What follows belongs to an exercise in optimizing a design on an open flow for small area and a short achievable clock period; a production flow would make more cautious choices.
At most, simulation tests tie the RTL to the original design; equivalence was not proved.
Power is estimated from default activity; no workload was simulated.

run 1:
Design proto_rx, start of the top module:
module proto_rx (
    input  wire         clk,
    input  wire         rst,             
    input  wire         rx_valid,
    input  wire [7:0]   rx_byte,
    input  wire         sync_wait,       
    output reg          frame_valid,
    output reg  [1:0]   frame_status,    
    output wire [15:0]  frame_len,
    output wire [15:0]  frame_rid,
    output wire [15:0]  frame_sid,
    output wire [15:0]  frame_cmd,
    output wire [15:0]  frame_seq,
    output reg          ev_valid,
    output reg  [2:0]   ev_code,         
    output reg  [119:0] ev_data,
    output reg          diag_valid,
    output reg          diag_stale,
    output reg          diag_large,
    output wire [15:0]  diag_diff,
    output reg  [15:0]  expected_next,
    output reg  [31:0]  missing_count
);
Size: about 1100 cells after synthesis, ~320 flip-flops, roughly 0.014 mm2 of cells after synthesis.
clock: 8.0 ns
lec_check: 0
cap_margin: 20
core_margin: 2
core_utilization: 60
setup_slack_margin: 5
slew_margin: 20
standard.sh (not shown) runs the stock make flow with config.mk's settings and CLKGATE_MAP_FILE= SYNTH_SCRIPT=/design/flow/synth_recipe.tcl, a recipe that flattens the netlist after the stock synthesis.
==> flow/flow/run.sh <==
#!/bin/bash
# The standard layout, with the port buffers made from the smallest plain buffer
# and a clock tree without dummy balancing loads.
set -euo pipefail
export BUFFER_PORTS_ARGS="-buffer_cell sky130_fd_sc_hd__buf_1"
export CTS_ARGS="-sink_clustering_enable -repair_clock_nets -dont_use_dummy_load -buf_list {sky130_fd_sc_hd__clkbuf_4 sky130_fd_sc_hd__clkbuf_8}"
bash standard.sh > standard.log 2>&1
Having completed the whole flow, run 1 delivered a layout that passed the timing, DRC and antenna checks.
### run 1 -> run 2
==> flow/flow/run.sh <==
#!/bin/bash
# The standard layout, with the port buffers made from the smallest plain buffer
# and a clock tree of larger sink clusters without dummy balancing loads.
set -euo pipefail
export BUFFER_PORTS_ARGS="-buffer_cell sky130_fd_sc_hd__buf_1"
export CTS_ARGS="-sink_clustering_enable -repair_clock_nets -dont_use_dummy_load -sink_clustering_size 16 -sink_clustering_max_diameter 60 -buf_list {sky130_fd_sc_hd__clkbuf_8}"
bash standard.sh > standard.log 2>&1
-- flow/config.mk --
<<< run 1, line 7
export LEC_CHECK = 0
export CAP_MARGIN = 20
export CORE_MARGIN = 2
export CORE_UTILIZATION = 60
export SETUP_SLACK_MARGIN = 5
export SLEW_MARGIN = 20
>>> run 2, line 7
export LEC_CHECK = 0
export CAP_MARGIN = 0
export CORE_MARGIN = 2
export CORE_UTILIZATION = 70
export SETUP_SLACK_MARGIN = 5
export SLEW_MARGIN = 0
Results
- Run 1 reports its critical path launch point as rx_byte[6] while run 2 reports cmd[0].
- Across both runs, clock tree skew after final layout was lower for run 2 than for run 1.
- Run 1 reports its type of the worst setup path as input pin to flip-flop while run 2 reports flip-flop to output pin.
- Taking run 1 as the reference point, the die area of run 2 falls by about 14%.
- Between run 2 and run 1, it is run 2 whose global-route track usage on met1 is higher, by 6.0 points.
- Status: wire length reported by the detailed router parity (run 2, run 1)
- Run 2 vs run 1: number of nets in the final layout down by a few percent
- Delta (run 2 minus run 1): synthesis-to-layout area growth now smaller; share of power burned in the clock network now smaller.
Input-level comparison between run 3 and run 2:
-- flow/config.mk --
<<< run 2, line 7
export LEC_CHECK = 0
export CAP_MARGIN = 0
export CORE_MARGIN = 2
export CORE_UTILIZATION = 70
export SETUP_SLACK_MARGIN = 5
export SLEW_MARGIN = 0
>>> run 3, line 7
export LEC_CHECK = 0
export CAP_MARGIN = 20
export CORE_MARGIN = 2
export CORE_UTILIZATION = 60
export SETUP_SLACK_MARGIN = 5
export SLEW_MARGIN = 20
==> comparison <==
Sort run 2 and run 3 by post-route cell area, descending, and run 3 comes first. Going from run 2 to run 3, the starting density of the core was found to have gone down by 10 points. In the flow results for run 2 and run 3, the count of cells resized by post-cts repair is smaller on run 2.

* * *

lane 1:
proto_rx, a different RTL version from the one above (not shown whole).
Size in the first run: ~1100 cells after synthesis, ~320 flip-flops, about 290 I/O pins.
==> flow/design.v (excerpt) <==
module proto_rx (
    input  wire         clk,
    input  wire         rst,             
    input  wire         rx_valid,
    input  wire [7:0]   rx_byte,
    input  wire         sync_wait,       
    output reg          frame_valid,
    output reg  [1:0]   frame_status,    
    output wire [15:0]  frame_len,
    output wire [15:0]  frame_rid,
    output wire [15:0]  frame_sid,
    output wire [15:0]  frame_cmd,
    output wire [15:0]  frame_seq,
    output reg          ev_valid,
    output reg  [2:0]   ev_code,         
    output reg  [119:0] ev_data,
    output reg          diag_valid,
    output reg          diag_stale,
    output reg          diag_large,
    output wire [15:0]  diag_diff,
    output reg  [15:0]  expected_next,
    output reg  [31:0]  missing_count
);
    localparam [7:0]  START_BYTE = 8'hAA;
    localparam [7:0]  TOK_HI     = 8'hAB;
    localparam [7:0]  TOK_LO     = 8'hCD;
    localparam [2:0] S_LH = 3'd4,    
                     S_LL = 3'd5,    
                     S_BD = 3'd6;    
    reg  [2:0]   st;             
    reg  [15:0]  k;              
    reg          lst;            
    reg  [15:0]  len;
    reg  [15:0]  rid, sid, cmd, seq;
    reg  [15:0]  crc;            
    reg          t_ab, t_abcd, t_tail;   
    reg          tok45;          
    reg  [16:0]  dif;            
    integer i;
    wire        in_body   = (st == S_BD);
    wire        k_small   = (k[15:5] == 11'd0);
    wire [15:0] len_lo    = {len[15:8], rx_byte};
    wire        last_ll   = (st == S_LL) && (len_lo == 16'd0);
    wire        last_bd   = in_body && lst;
    wire        hdr       = rx_valid && in_body && k_small;
    wire        clr7      = (k[4:0] == 5'd8);
    wire [7:0]  wbus      = rx_byte & {8{~clr7}};    
    wire is_short   = (len < 16'd10);
    wire n_ge1      = (len >= 16'd11);
    wire n_ge6      = (len >= 16'd16);
  ...
clock: 8.0 ns
lec_check: 0
cap_margin: 0
core_margin: 2
core_utilization: 70
setup_slack_margin: 5
slew_margin: 0
tns_end_percent: 50
==> flow/flow/run.sh <==
#!/bin/bash
# The standard layout, with the port buffers made from the smallest plain buffer
# and a clock tree of larger sink clusters without dummy balancing loads.
set -euo pipefail
export BUFFER_PORTS_ARGS="-buffer_cell sky130_fd_sc_hd__buf_1"
export CTS_ARGS="-sink_clustering_enable -repair_clock_nets -dont_use_dummy_load -sink_clustering_size 16 -sink_clustering_max_diameter 60 -buf_list {sky130_fd_sc_hd__clkbuf_8}"
bash standard.sh > standard.log 2>&1
Lane 1 completed; timing, DRC and antenna clean
Changes in lane 2 relative to lane 1:
# lane 1
export LEC_CHECK = 0
export CAP_MARGIN = 0
export CORE_MARGIN = 2
export CORE_UTILIZATION = 70
export SETUP_SLACK_MARGIN = 5
export SLEW_MARGIN = 0
export TNS_END_PERCENT = 50
create_clock -name core_clock -period 8.0 [get_ports {clk}]
# lane 2
export LEC_CHECK = 0
export CAP_MARGIN = 0
export CORE_MARGIN = 2
export CORE_UTILIZATION = 75
export SETUP_SLACK_MARGIN = 5
export SLEW_MARGIN = 0
export TNS_END_PERCENT = 50
create_clock -name core_clock -period 8.0 [get_ports {clk}]
Result for lane 2 and lane 1: all clean
From lane 1 to lane 2 the numbers moved as follows: count of placed standard cells in the final layout, fillers left out shows a reduction of 43; critical path arrival shows an increase of 0.15 ns; number of buffers added by the clock tree synthesis step shows a reduction of 8.0%; wire length reported by the detailed router shows an increase of about 7%.
Compared with lane 1, lane 2 shows a utilization that is 5.5 points higher.
Lane 2 vs lane 1: portion of total power attributed to sequential cells up
Modified inputs, lane 3 compared to lane 2
# lane 2
export LEC_CHECK = 0
export CAP_MARGIN = 0
export CORE_MARGIN = 2
export CORE_UTILIZATION = 75
export SETUP_SLACK_MARGIN = 5
export SLEW_MARGIN = 0
export TNS_END_PERCENT = 50
create_clock -name core_clock -period 8.0 [get_ports {clk}]
# lane 3
export LEC_CHECK = 0
export CAP_MARGIN = 0
export CORE_MARGIN = 2
export CORE_UTILIZATION = 70
export SETUP_SLACK_MARGIN = 5
export SLEW_MARGIN = 0
export TNS_END_PERCENT = 70
create_clock -name core_clock -period 8.0 [get_ports {clk}]
## What came out
The met3 layer usage reported by global route in lane 3 was lower than what lane 2 gave.
The lower multi-input logic portion of the cell area of lane 2 and lane 3 is in lane 3.
Lane 2 -> lane 3: sequential share of layout area flat
The portion of total power attributed to the clock network in lane 3 was lower than what lane 2 gave.
Lane 3 ended up with a lower total power than lane 2 did.
Edits applied to the flow inputs when going from lane 3 to lane 4:
# lane 3
export LEC_CHECK = 0
export CAP_MARGIN = 0
export CORE_MARGIN = 2
export CORE_UTILIZATION = 70
export SETUP_SLACK_MARGIN = 5
export SLEW_MARGIN = 0
export TNS_END_PERCENT = 70
create_clock -name core_clock -period 8.0 [get_ports {clk}]
# lane 4
export LEC_CHECK = 0
export CAP_MARGIN = 0
export CORE_MARGIN = 2
export CORE_UTILIZATION = 65
export SETUP_SLACK_MARGIN = 5
export SLEW_MARGIN = 0
export TNS_END_PERCENT = 50
create_clock -name core_clock -period 8.0 [get_ports {clk}]
Findings:
As far as non-clock buffering overhead in the final layout is concerned, lane 3 and lane 4 perform about the same.
On wire length: between lane 4 and lane 3, it ends up lower for lane 3.
On via count, lane 4 and lane 3 are basically level.
[inputs] lane 5 vs lane 4
# lane 4
export LEC_CHECK = 0
export CAP_MARGIN = 0
export CORE_MARGIN = 2
export CORE_UTILIZATION = 65
export SETUP_SLACK_MARGIN = 5
export SLEW_MARGIN = 0
export TNS_END_PERCENT = 50
create_clock -name core_clock -period 8.0 [get_ports {clk}]
# lane 5
export LEC_CHECK = 0
export CAP_MARGIN = 0
export CORE_MARGIN = 2
export CORE_UTILIZATION = 70
export SETUP_SLACK_MARGIN = 5
export SLEW_MARGIN = 0
create_clock -name core_clock -period 8.0 [get_ports {clk}]
==> comparison <==
Compared with lane 4, in lane 5 layout buffer count excluding clock buffers shows a reduction of 0.34%; minimum setup slack in the final design shows a reduction of 0.020 ns; net switching power shows a reduction of about 0.6%; cell count after synthesis shows no meaningful change. Lane 4 and lane 5 ended up with roughly the same area share of buffers outside the clock network. There was hardly any difference in clock network power between lane 4 and lane 5. The final reports for lane 5 and lane 4 show placeable core region lower in the former. Clock network power share: lane 4 vs lane 5 — no meaningful difference.

* * *

run K:
Another version of the RTL of proto_rx (not shown whole).
For scale: roughly 1,100 cells after synthesis, ~310 flip-flops.
## proto_rx
module proto_rx (
    input  wire         clk,
    input  wire         rst,             
    input  wire         rx_valid,
    input  wire [7:0]   rx_byte,
    input  wire         sync_wait,       
    output reg          frame_valid,
    output reg  [1:0]   frame_status,    
    output wire [15:0]  frame_len,
    output wire [15:0]  frame_rid,
    output wire [15:0]  frame_sid,
    output wire [15:0]  frame_cmd,
    output wire [15:0]  frame_seq,
    output reg          ev_valid,
    output reg  [2:0]   ev_code,         
    output reg  [119:0] ev_data,
    output reg          diag_valid,
    output reg          diag_stale,
    output reg          diag_large,
    output wire [15:0]  diag_diff,
    output reg  [15:0]  expected_next,
    output reg  [31:0]  missing_count
);
export LEC_CHECK = 0
export CAP_MARGIN = 20
export CORE_MARGIN = 2
export CORE_UTILIZATION = 60
export CTS_BUF_LIST = sky130_fd_sc_hd__clkbuf_4 sky130_fd_sc_hd__clkbuf_8
export SLEW_MARGIN = 20
create_clock -name core_clock -period 8.0 [get_ports {clk}]
==> flow/flow/run.sh <==
#!/bin/bash
# The standard layout, with the port buffers made from the smallest plain buffer.
set -euo pipefail
export BUFFER_PORTS_ARGS="-buffer_cell sky130_fd_sc_hd__buf_1"
bash standard.sh > standard.log 2>&1
#### Input delta (run H over run K)
Settings: SETUP_SLACK_MARGIN: unset -> 4.5.
--- outcome ---
Diff run H..run K | synthesis-stage register bit count | unchanged. Run H vs run K: static power due to leakage up by a few percent. Run K → run H: part of the total power dissipated in sequential elements went down by 0.2 points; transition time at the pin with the least slew margin went down by 0.10 ns. Run H vs run K — endpoint arrival time on the critical path dropped 0.84 ns. Design area on run H is behind run K. In run H, total power density per cell area is lower than in run K. | relative area of non-clock buffer cells in the final design | run H vs run K | 1.1 points higher |. Overall via count from detail_route (run H over run K): increase, 3.6%. Run K → run H: multi-input gate share of total cell area saw an increase; required time of the critical path has increased.
No run of this note included a check of the RTL's function; only the layout flow was run.

* * *

The RTL this note starts from:
==> flow/design.v <==
module proto_rx (
    input  wire         clk,
    input  wire         rst,             
    input  wire         rx_valid,
    input  wire [7:0]   rx_byte,
    input  wire         sync_wait,       
    output reg          frame_valid,
    output reg  [1:0]   frame_status,    
    output wire [15:0]  frame_len,
    output wire [15:0]  frame_rid,
    output wire [15:0]  frame_sid,
    output wire [15:0]  frame_cmd,
    output wire [15:0]  frame_seq,
    output reg          ev_valid,
    output reg  [2:0]   ev_code,         
    output reg  [119:0] ev_data,
    output reg          diag_valid,
    output reg          diag_stale,
    output reg          diag_large,
    output wire [15:0]  diag_diff,
    output reg  [15:0]  expected_next,
    output reg  [31:0]  missing_count
);
    localparam [7:0]  START_BYTE = 8'hAA;
    localparam [7:0]  TOK_HI     = 8'hAB;
    localparam [7:0]  TOK_LO     = 8'hCD;
    localparam [2:0] S_LH = 3'd4,    
                     S_LL = 3'd5,    
                     S_BD = 3'd6;    
    reg  [2:0]   st;             
    reg  [15:0]  k;              
    reg          lst;            
    reg  [15:0]  len;
    reg  [15:0]  rid, sid, cmd, seq;
    reg  [15:0]  crc;            
    reg          t_ab, t_abcd, t_tail;   
    reg          tok45;          
    reg  [16:0]  dif;            
    integer i;
    wire        in_body   = (st == S_BD);
    wire        k_small   = (k[15:5] == 11'd0);
    wire [15:0] len_lo    = {len[15:8], rx_byte};
    wire        last_ll   = (st == S_LL) && (len_lo == 16'd0);
    wire        last_bd   = in_body && lst;
    wire        hdr       = rx_valid && in_body && k_small;
    wire        clr7      = (k[4:0] == 5'd7);
    wire [7:0]  wbus      = rx_byte & {8{~clr7}};    
    wire is_short   = (len < 16'd10);
    wire n_ge1      = (len >= 16'd11);
    wire n_ge6      = (len >= 16'd16);
    wire n_ge15     = (len >= 16'd25);
    wire c_ping     = (cmd == 16'h0001);
    wire c_snap     = (cmd == 16'h8002);
    wire c_ss       = (cmd == 16'h0003);
    wire c_ssack    = (cmd == 16'h8003);
    wire c_power    = (cmd == 16'h8100);
    wire c_play     = (cmd == 16'h8101);
    wire c_file     = (cmd == 16'h0200);
    wire c_config   = (cmd == 16'h0300);
    wire c_unknown  = !(c_ping | c_snap | c_ss | c_ssack | c_power | c_play | c_file | c_config);
    wire shortcut   = c_ss && n_ge6 && t_tail;
    wire stale      = dif[16] && dif[15] && !shortcut;
    wire [7:0]  crc_x    = crc[15:8] ^ rx_byte;
    wire [7:0]  crc_y    = crc_x ^ {4'd0, crc_x[7:4]};
    wire [15:0] crc_next = {crc[7:0], 8'd0} ^ {crc_y[3:0], 12'd0} ^ {3'd0, crc_y, 5'd0} ^ {8'd0, crc_y};
    wire crc_ok     = (crc[7:0] == 8'h00) && (crc_x == 8'h00);
    wire dispatch   = !stale && crc_ok;
    wire ev_any     = (c_snap && n_ge15) || ((c_power || c_play) && n_ge1) ||
                      (c_ssack && sync_wait) || c_unknown;
    wire dif_nz     = (dif[15:0] != 16'd0);
    wire fin        = last_bd && !is_short;
    wire clr_pre    = fin && !stale && ((c_ss && n_ge6 && tok45) || (c_ssack && sync_wait));
    wire kill       = rst || (rx_valid && crc_ok && clr_pre);
    wire upd_e      = rx_valid && fin && !stale;
    wire upd_mc     = upd_e && !shortcut;
    wire [15:0] e_new = shortcut ? 16'd0 : seq + 16'd1;
    wire e_snap     = (ev_code == 3'd4);
    wire e_power    = (ev_code == 3'd1);
    wire e_play     = (ev_code == 3'd2);
    assign frame_len  = len;
    assign frame_rid  = rid;
    assign frame_sid  = sid;
    assign frame_cmd  = cmd;
    assign frame_seq  = seq;
    assign diag_diff  = dif[15:0];
    always @(posedge clk) begin
        dif        <= {1'b0, seq} - {1'b0, expected_next};
        diag_stale <= dif[16] & dif[15];
        diag_large <= !(dif[16] & dif[15]) && (dif[15:2] != 14'd0);
        if (kill)
            expected_next <= 16'd0;
        else if (upd_e)
            expected_next <= e_new;
        if (kill)
            missing_count <= 32'd0;
        else if (upd_mc)
            missing_count <= missing_count + {16'd0, dif[15:0]};
        frame_status <= (st == S_LL || is_short) ? 2'd1 :
                        stale ? 2'd2 : crc_ok ? 2'd0 : 2'd3;
        ev_code    <= c_snap  ? 3'd4 :
                      c_power ? 3'd1 :
                      c_play  ? 3'd2 :
                      c_ssack ? 3'd5 : 3'd3;
        if (rx_valid) begin
            t_ab   <= (rx_byte == TOK_HI);
            t_abcd <= t_ab && (rx_byte == TOK_LO);
            t_tail <= t_abcd;
            case (st)
                S_LH: len[15:8] <= rx_byte;
                S_LL: len[7:0]  <= rx_byte;
                default: ;
            endcase
            if (st == S_LL) begin
                k   <= 16'd1;
                lst <= (len_lo == 16'd1);
                crc <= 16'd0;
            end else if (in_body) begin
                k   <= k + 16'd1;
                lst <= (k + 16'd1 == len);
                crc <= crc_next;
            end
        end
        if (hdr) begin
            case (k[4:0])
                5'd1: rid[15:8] <= rx_byte;
                5'd2: rid[7:0]  <= rx_byte;
                5'd3: sid[15:8] <= rx_byte;
                5'd4: sid[7:0]  <= rx_byte;
                5'd5: cmd[15:8] <= rx_byte;
                5'd6: cmd[7:0]  <= rx_byte;
                5'd7: seq[15:8] <= rx_byte;
                5'd8: seq[7:0]  <= rx_byte;
                5'd14: tok45    <= t_ab && (rx_byte == TOK_LO);
                default: ;
            endcase
            for (i = 0; i < 13; i = i + 1)
                if (clr7 || (e_snap && k[4:0] == i + 9))
                    ev_data[119 - 8*i -: 8] <= wbus;
            if (clr7 || (e_snap && k[4:0] == 5'd22))
                ev_data[15:8] <= clr7 ? (c_unknown ? cmd[15:8] : 8'd0) : rx_byte;
            if (clr7 || (e_snap && k[4:0] == 5'd23) || (e_play && k[4:0] == 5'd9))
                ev_data[7:1] <= clr7 ? (c_unknown ? cmd[7:1] : 7'd0) : rx_byte[7:1];
            if (clr7 || (e_snap && k[4:0] == 5'd23) || ((e_play || e_power) && k[4:0] == 5'd9))
                ev_data[0] <= clr7 ? (c_unknown & cmd[0]) :
                              e_power ? (rx_byte != 8'd0) : rx_byte[0];
        end
        if (rst) begin
            st            <= 3'd0;
            frame_valid   <= 1'b0;
            ev_valid      <= 1'b0;
            diag_valid    <= 1'b0;
        end else begin
            frame_valid <= 1'b0;
            ev_valid    <= 1'b0;
            diag_valid  <= 1'b0;
            if (rx_valid) begin
                if (!st[2]) begin
                    if (rx_byte == START_BYTE)
                        st <= st + 3'd1;         
                    else
                        st <= 3'd0;
                end else if (st == S_LH) begin
                    st <= S_LL;
                end else if (last_ll || last_bd) begin
                    st <= 3'd0;
                end else begin
                    st <= S_BD;
                end
                if (last_ll) begin
                    frame_valid  <= 1'b1;
                end else if (last_bd) begin
                    frame_valid <= 1'b1;
                    if (!is_short) begin
                        diag_valid   <= !shortcut && dif_nz;
                        ev_valid     <= dispatch && ev_any;
                    end
                end
            end
        end
    end
endmodule
export LEC_CHECK = 0
export CAP_MARGIN = 0
export CORE_MARGIN = 2
export CORE_UTILIZATION = 75
export SETUP_SLACK_MARGIN = 5
export SLEW_MARGIN = 0
create_clock -name core_clock -period 8.0 [get_ports {clk}]
==> flow/flow/run.sh <==
#!/bin/bash
# The standard layout, with the port buffers made from the smallest plain buffer
# and a clock tree of larger sink clusters without dummy balancing loads.
set -euo pipefail
export BUFFER_PORTS_ARGS="-buffer_cell sky130_fd_sc_hd__buf_1"
export CTS_ARGS="-sink_clustering_enable -repair_clock_nets -dont_use_dummy_load -sink_clustering_size 16 -sink_clustering_max_diameter 60 -buf_list {sky130_fd_sc_hd__clkbuf_8}"
bash standard.sh > standard.log 2>&1
Rerun with:
--- a/flow/config.mk
+++ b/flow/config.mk
@@ -7,6 +7,6 @@
 export LEC_CHECK = 0
-export CAP_MARGIN = 0
+export CAP_MARGIN = 20
 export CORE_MARGIN = 2
-export CORE_UTILIZATION = 75
-export SETUP_SLACK_MARGIN = 5
-export SLEW_MARGIN = 0
+export CORE_UTILIZATION = 60
+export SETUP_SLACK_MARGIN = 4.7
+export SLEW_MARGIN = 20
What happened: Setup slack degrades by 0.27 ns. Clock-buffer cell count went up by 4. Synthesized area stays the same. Sequential cell count does not change. Global-route usage went down by 10 points. Design area went down by 1.7%. Total power went up by 1.6%. First-iteration DRC count went down by 34%.
Rerun with:
--- a/flow/config.mk
+++ b/flow/config.mk
@@ -7,6 +7,7 @@
 export LEC_CHECK = 0
-export CAP_MARGIN = 20
+export ABC_CLOCK_PERIOD_IN_PS = 3000
+export CAP_MARGIN = 0
 export CORE_MARGIN = 2
-export CORE_UTILIZATION = 60
-export SETUP_SLACK_MARGIN = 4.7
-export SLEW_MARGIN = 20
+export CORE_UTILIZATION = 70
+export SETUP_SLACK_MARGIN = 5
+export SLEW_MARGIN = 0
The new run went through all stages and came out clean.
Maximum frequency went up by roughly a tenth.
Cell area rises by a few percent.
Routed wire length is higher by a few percent.
Synthesized area stays the same.
Setup slack gets better by 0.29 ns.
Rerun with:
==> flow/flow/run.sh (replaced) <==
#!/bin/bash
# The standard layout, with the port buffers made from the smallest plain buffer,
# a clock tree of larger sink clusters without dummy balancing loads, and timing
# repair aimed 6 ns inside the clock period.
set -euo pipefail
export BUFFER_PORTS_ARGS="-buffer_cell sky130_fd_sc_hd__buf_1"
export CTS_ARGS="-sink_clustering_enable -repair_clock_nets -dont_use_dummy_load -sink_clustering_size 16 -sink_clustering_max_diameter 60 -buf_list {sky130_fd_sc_hd__clkbuf_8}"
export SETUP_SLACK_MARGIN=6
bash standard.sh > standard.log 2>&1
==> flow/config.mk (replaced) <==
export PLATFORM = sky130hd
export DESIGN_NAME = proto_rx
export DESIGN_NICKNAME = proto_rx
export VERILOG_FILES = /design/flow/design.v
export SDC_FILE = /design/flow/constraint.sdc
export NUM_CORES = 4
export LEC_CHECK = 0
export CAP_MARGIN = 20
export CORE_MARGIN = 2
export CORE_UTILIZATION = 60
export SLEW_MARGIN = 20
Outcome: Clock-buffer cell count does not change. Synthesized cell count is unchanged. Clock skew rose by 0.021 ns. Die area climbs by 16%. Cell count climbs by 15%. Sequential share of layout area drops by 11 points.
Rerun with:
==> flow/flow/run.sh (replaced) <==
#!/bin/bash
# The standard layout, with the port buffers made from the smallest plain buffer
# and a clock tree of larger sink clusters without dummy balancing loads.
set -euo pipefail
export BUFFER_PORTS_ARGS="-buffer_cell sky130_fd_sc_hd__buf_1"
export CTS_ARGS="-sink_clustering_enable -repair_clock_nets -dont_use_dummy_load -sink_clustering_size 18 -sink_clustering_max_diameter 60 -buf_list {sky130_fd_sc_hd__clkbuf_8}"
bash standard.sh > standard.log 2>&1
--- a/flow/config.mk
+++ b/flow/config.mk
@@ -7,5 +7,6 @@
 export LEC_CHECK = 0
-export CAP_MARGIN = 20
+export CAP_MARGIN = 0
 export CORE_MARGIN = 2
-export CORE_UTILIZATION = 60
-export SLEW_MARGIN = 20
+export CORE_UTILIZATION = 70
+export SETUP_SLACK_MARGIN = 5
+export SLEW_MARGIN = 0
Result: The changed run completed with no timing, DRC or antenna violations. Cell count fell by 13%. Worst setup slack gets better by 0.21 ns. Synthesized cell count stays the same. Die area fell by 14%. Critical path depth fell by 1.
Rerun with:
==> flow/flow/run.sh (replaced) <==
#!/bin/bash
# The standard layout, with the port buffers made from the smallest plain buffer
# and a clock tree of larger sink clusters without dummy balancing loads.
set -euo pipefail
export BUFFER_PORTS_ARGS="-buffer_cell sky130_fd_sc_hd__buf_1"
export CTS_ARGS="-sink_clustering_enable -repair_clock_nets -dont_use_dummy_load -sink_clustering_size 16 -sink_clustering_max_diameter 60 -buf_list {sky130_fd_sc_hd__clkbuf_8}"
bash standard.sh > standard.log 2>&1
--- a/flow/config.mk
+++ b/flow/config.mk
@@ -7,6 +7,6 @@
 export LEC_CHECK = 0
-export CAP_MARGIN = 0
+export CAP_MARGIN = 20
 export CORE_MARGIN = 2
-export CORE_UTILIZATION = 70
+export CORE_UTILIZATION = 75
 export SETUP_SLACK_MARGIN = 5
-export SLEW_MARGIN = 0
+export SLEW_MARGIN = 20
Cell area is about the same.
Global-route usage rose by 4.3 points.
Clock skew came out lower by 0.0050 ns.

what the ideal ports hide:
The results above use ideal ports. As a check the final layouts listed here were re-extracted and re-timed, cells and wires unchanged.
Step 1: set_driving_cell puts a clkbuf_16 on clk and a buf_2 on each other input, an assumption about the parent block.
Step 2 adds t to the input delays and takes it off the output delays; t is the mean of the earliest and latest rising clock arrival at the registers after step 1. Input paths then give back, and output paths get back, about the clock's delay inside the block.
Three values: ideal, step 1, step 2; two values: the first two.
run | shift t [ns] | slack for setup (ns) | hold WS [ns] | worst register clock-pin slew, ns | pins driven straight from the clock port
run 1 | 0.588 | 4.887 / 4.878 / 4.290 | 0.434 / 0.434 / 0.434 | 0.06 / 0.06 | 1
run 2 | 0.599 | 5.040 / 4.996 / 4.478 | 0.448 / 0.448 / 0.448 | 0.10 / 0.10 | 1
run 3 | 0.595 | 4.966 / 4.966 / 4.371 | 0.415 / 0.415 / 0.415 | 0.10 / 0.10 | 1
lane 1 | 0.591 | 5.107 / 5.077 / 4.530 | 0.438 / 0.438 / 0.438 | 0.10 / 0.10 | 1
lane 2 | 0.602 | 4.956 / 4.962 / 4.360 | 0.435 / 0.435 / 0.435 | 0.10 / 0.10 | 1
lane 3 | 0.587 | 5.057 / 5.060 / 4.495 | 0.454 / 0.454 / 0.454 | 0.11 / 0.11 | 1
lane 4 | 0.589 | 5.031 / 5.039 / 4.467 | 0.450 / 0.450 / 0.450 | 0.10 / 0.10 | 1
lane 5 | 0.579 | 5.011 / 5.036 / 4.458 | 0.438 / 0.438 / 0.438 | 0.11 / 0.11 | 1
run K | 0.607 | 3.666 / 3.682 / 3.075 | 0.438 / 0.438 / 0.438 | 0.07 / 0.07 | 1
run H | 0.618 | 4.525 / 4.551 / 3.933 | 0.427 / 0.427 / 0.427 | 0.07 / 0.07 | 1
the first run of note 4 | 0.576 | 5.025 / 5.030 / 4.465 | 0.475 / 0.475 / 0.475 | 0.10 / 0.10 | 1
the second run of note 4 | 0.613 | 4.752 / 4.776 / 4.163 | 0.449 / 0.449 / 0.449 | 0.10 / 0.10 | 1
the third run of note 4 | 0.599 | 5.040 / 4.996 / 4.478 | 0.448 / 0.448 / 0.448 | 0.10 / 0.10 | 1
the fourth run of note 4 | 0.631 | 4.811 / 4.812 / 4.181 | 0.448 / 0.448 / 0.448 | 0.11 / 0.11 | 1
the fifth run of note 4 | 0.595 | 5.023 / 5.011 / 4.453 | 0.463 / 0.463 / 0.463 | 0.11 / 0.11 | 1
the sixth run of note 4 | 0.584 | 4.975 / 4.988 / 4.404 | 0.463 / 0.463 / 0.463 | 0.11 / 0.11 | 1
After both steps every run listed still meets setup and hold. For the fourth run of note 4, which loses most, drivers alone change the setup slack by +0.001 ns; drivers and shift together by -0.630 ns.
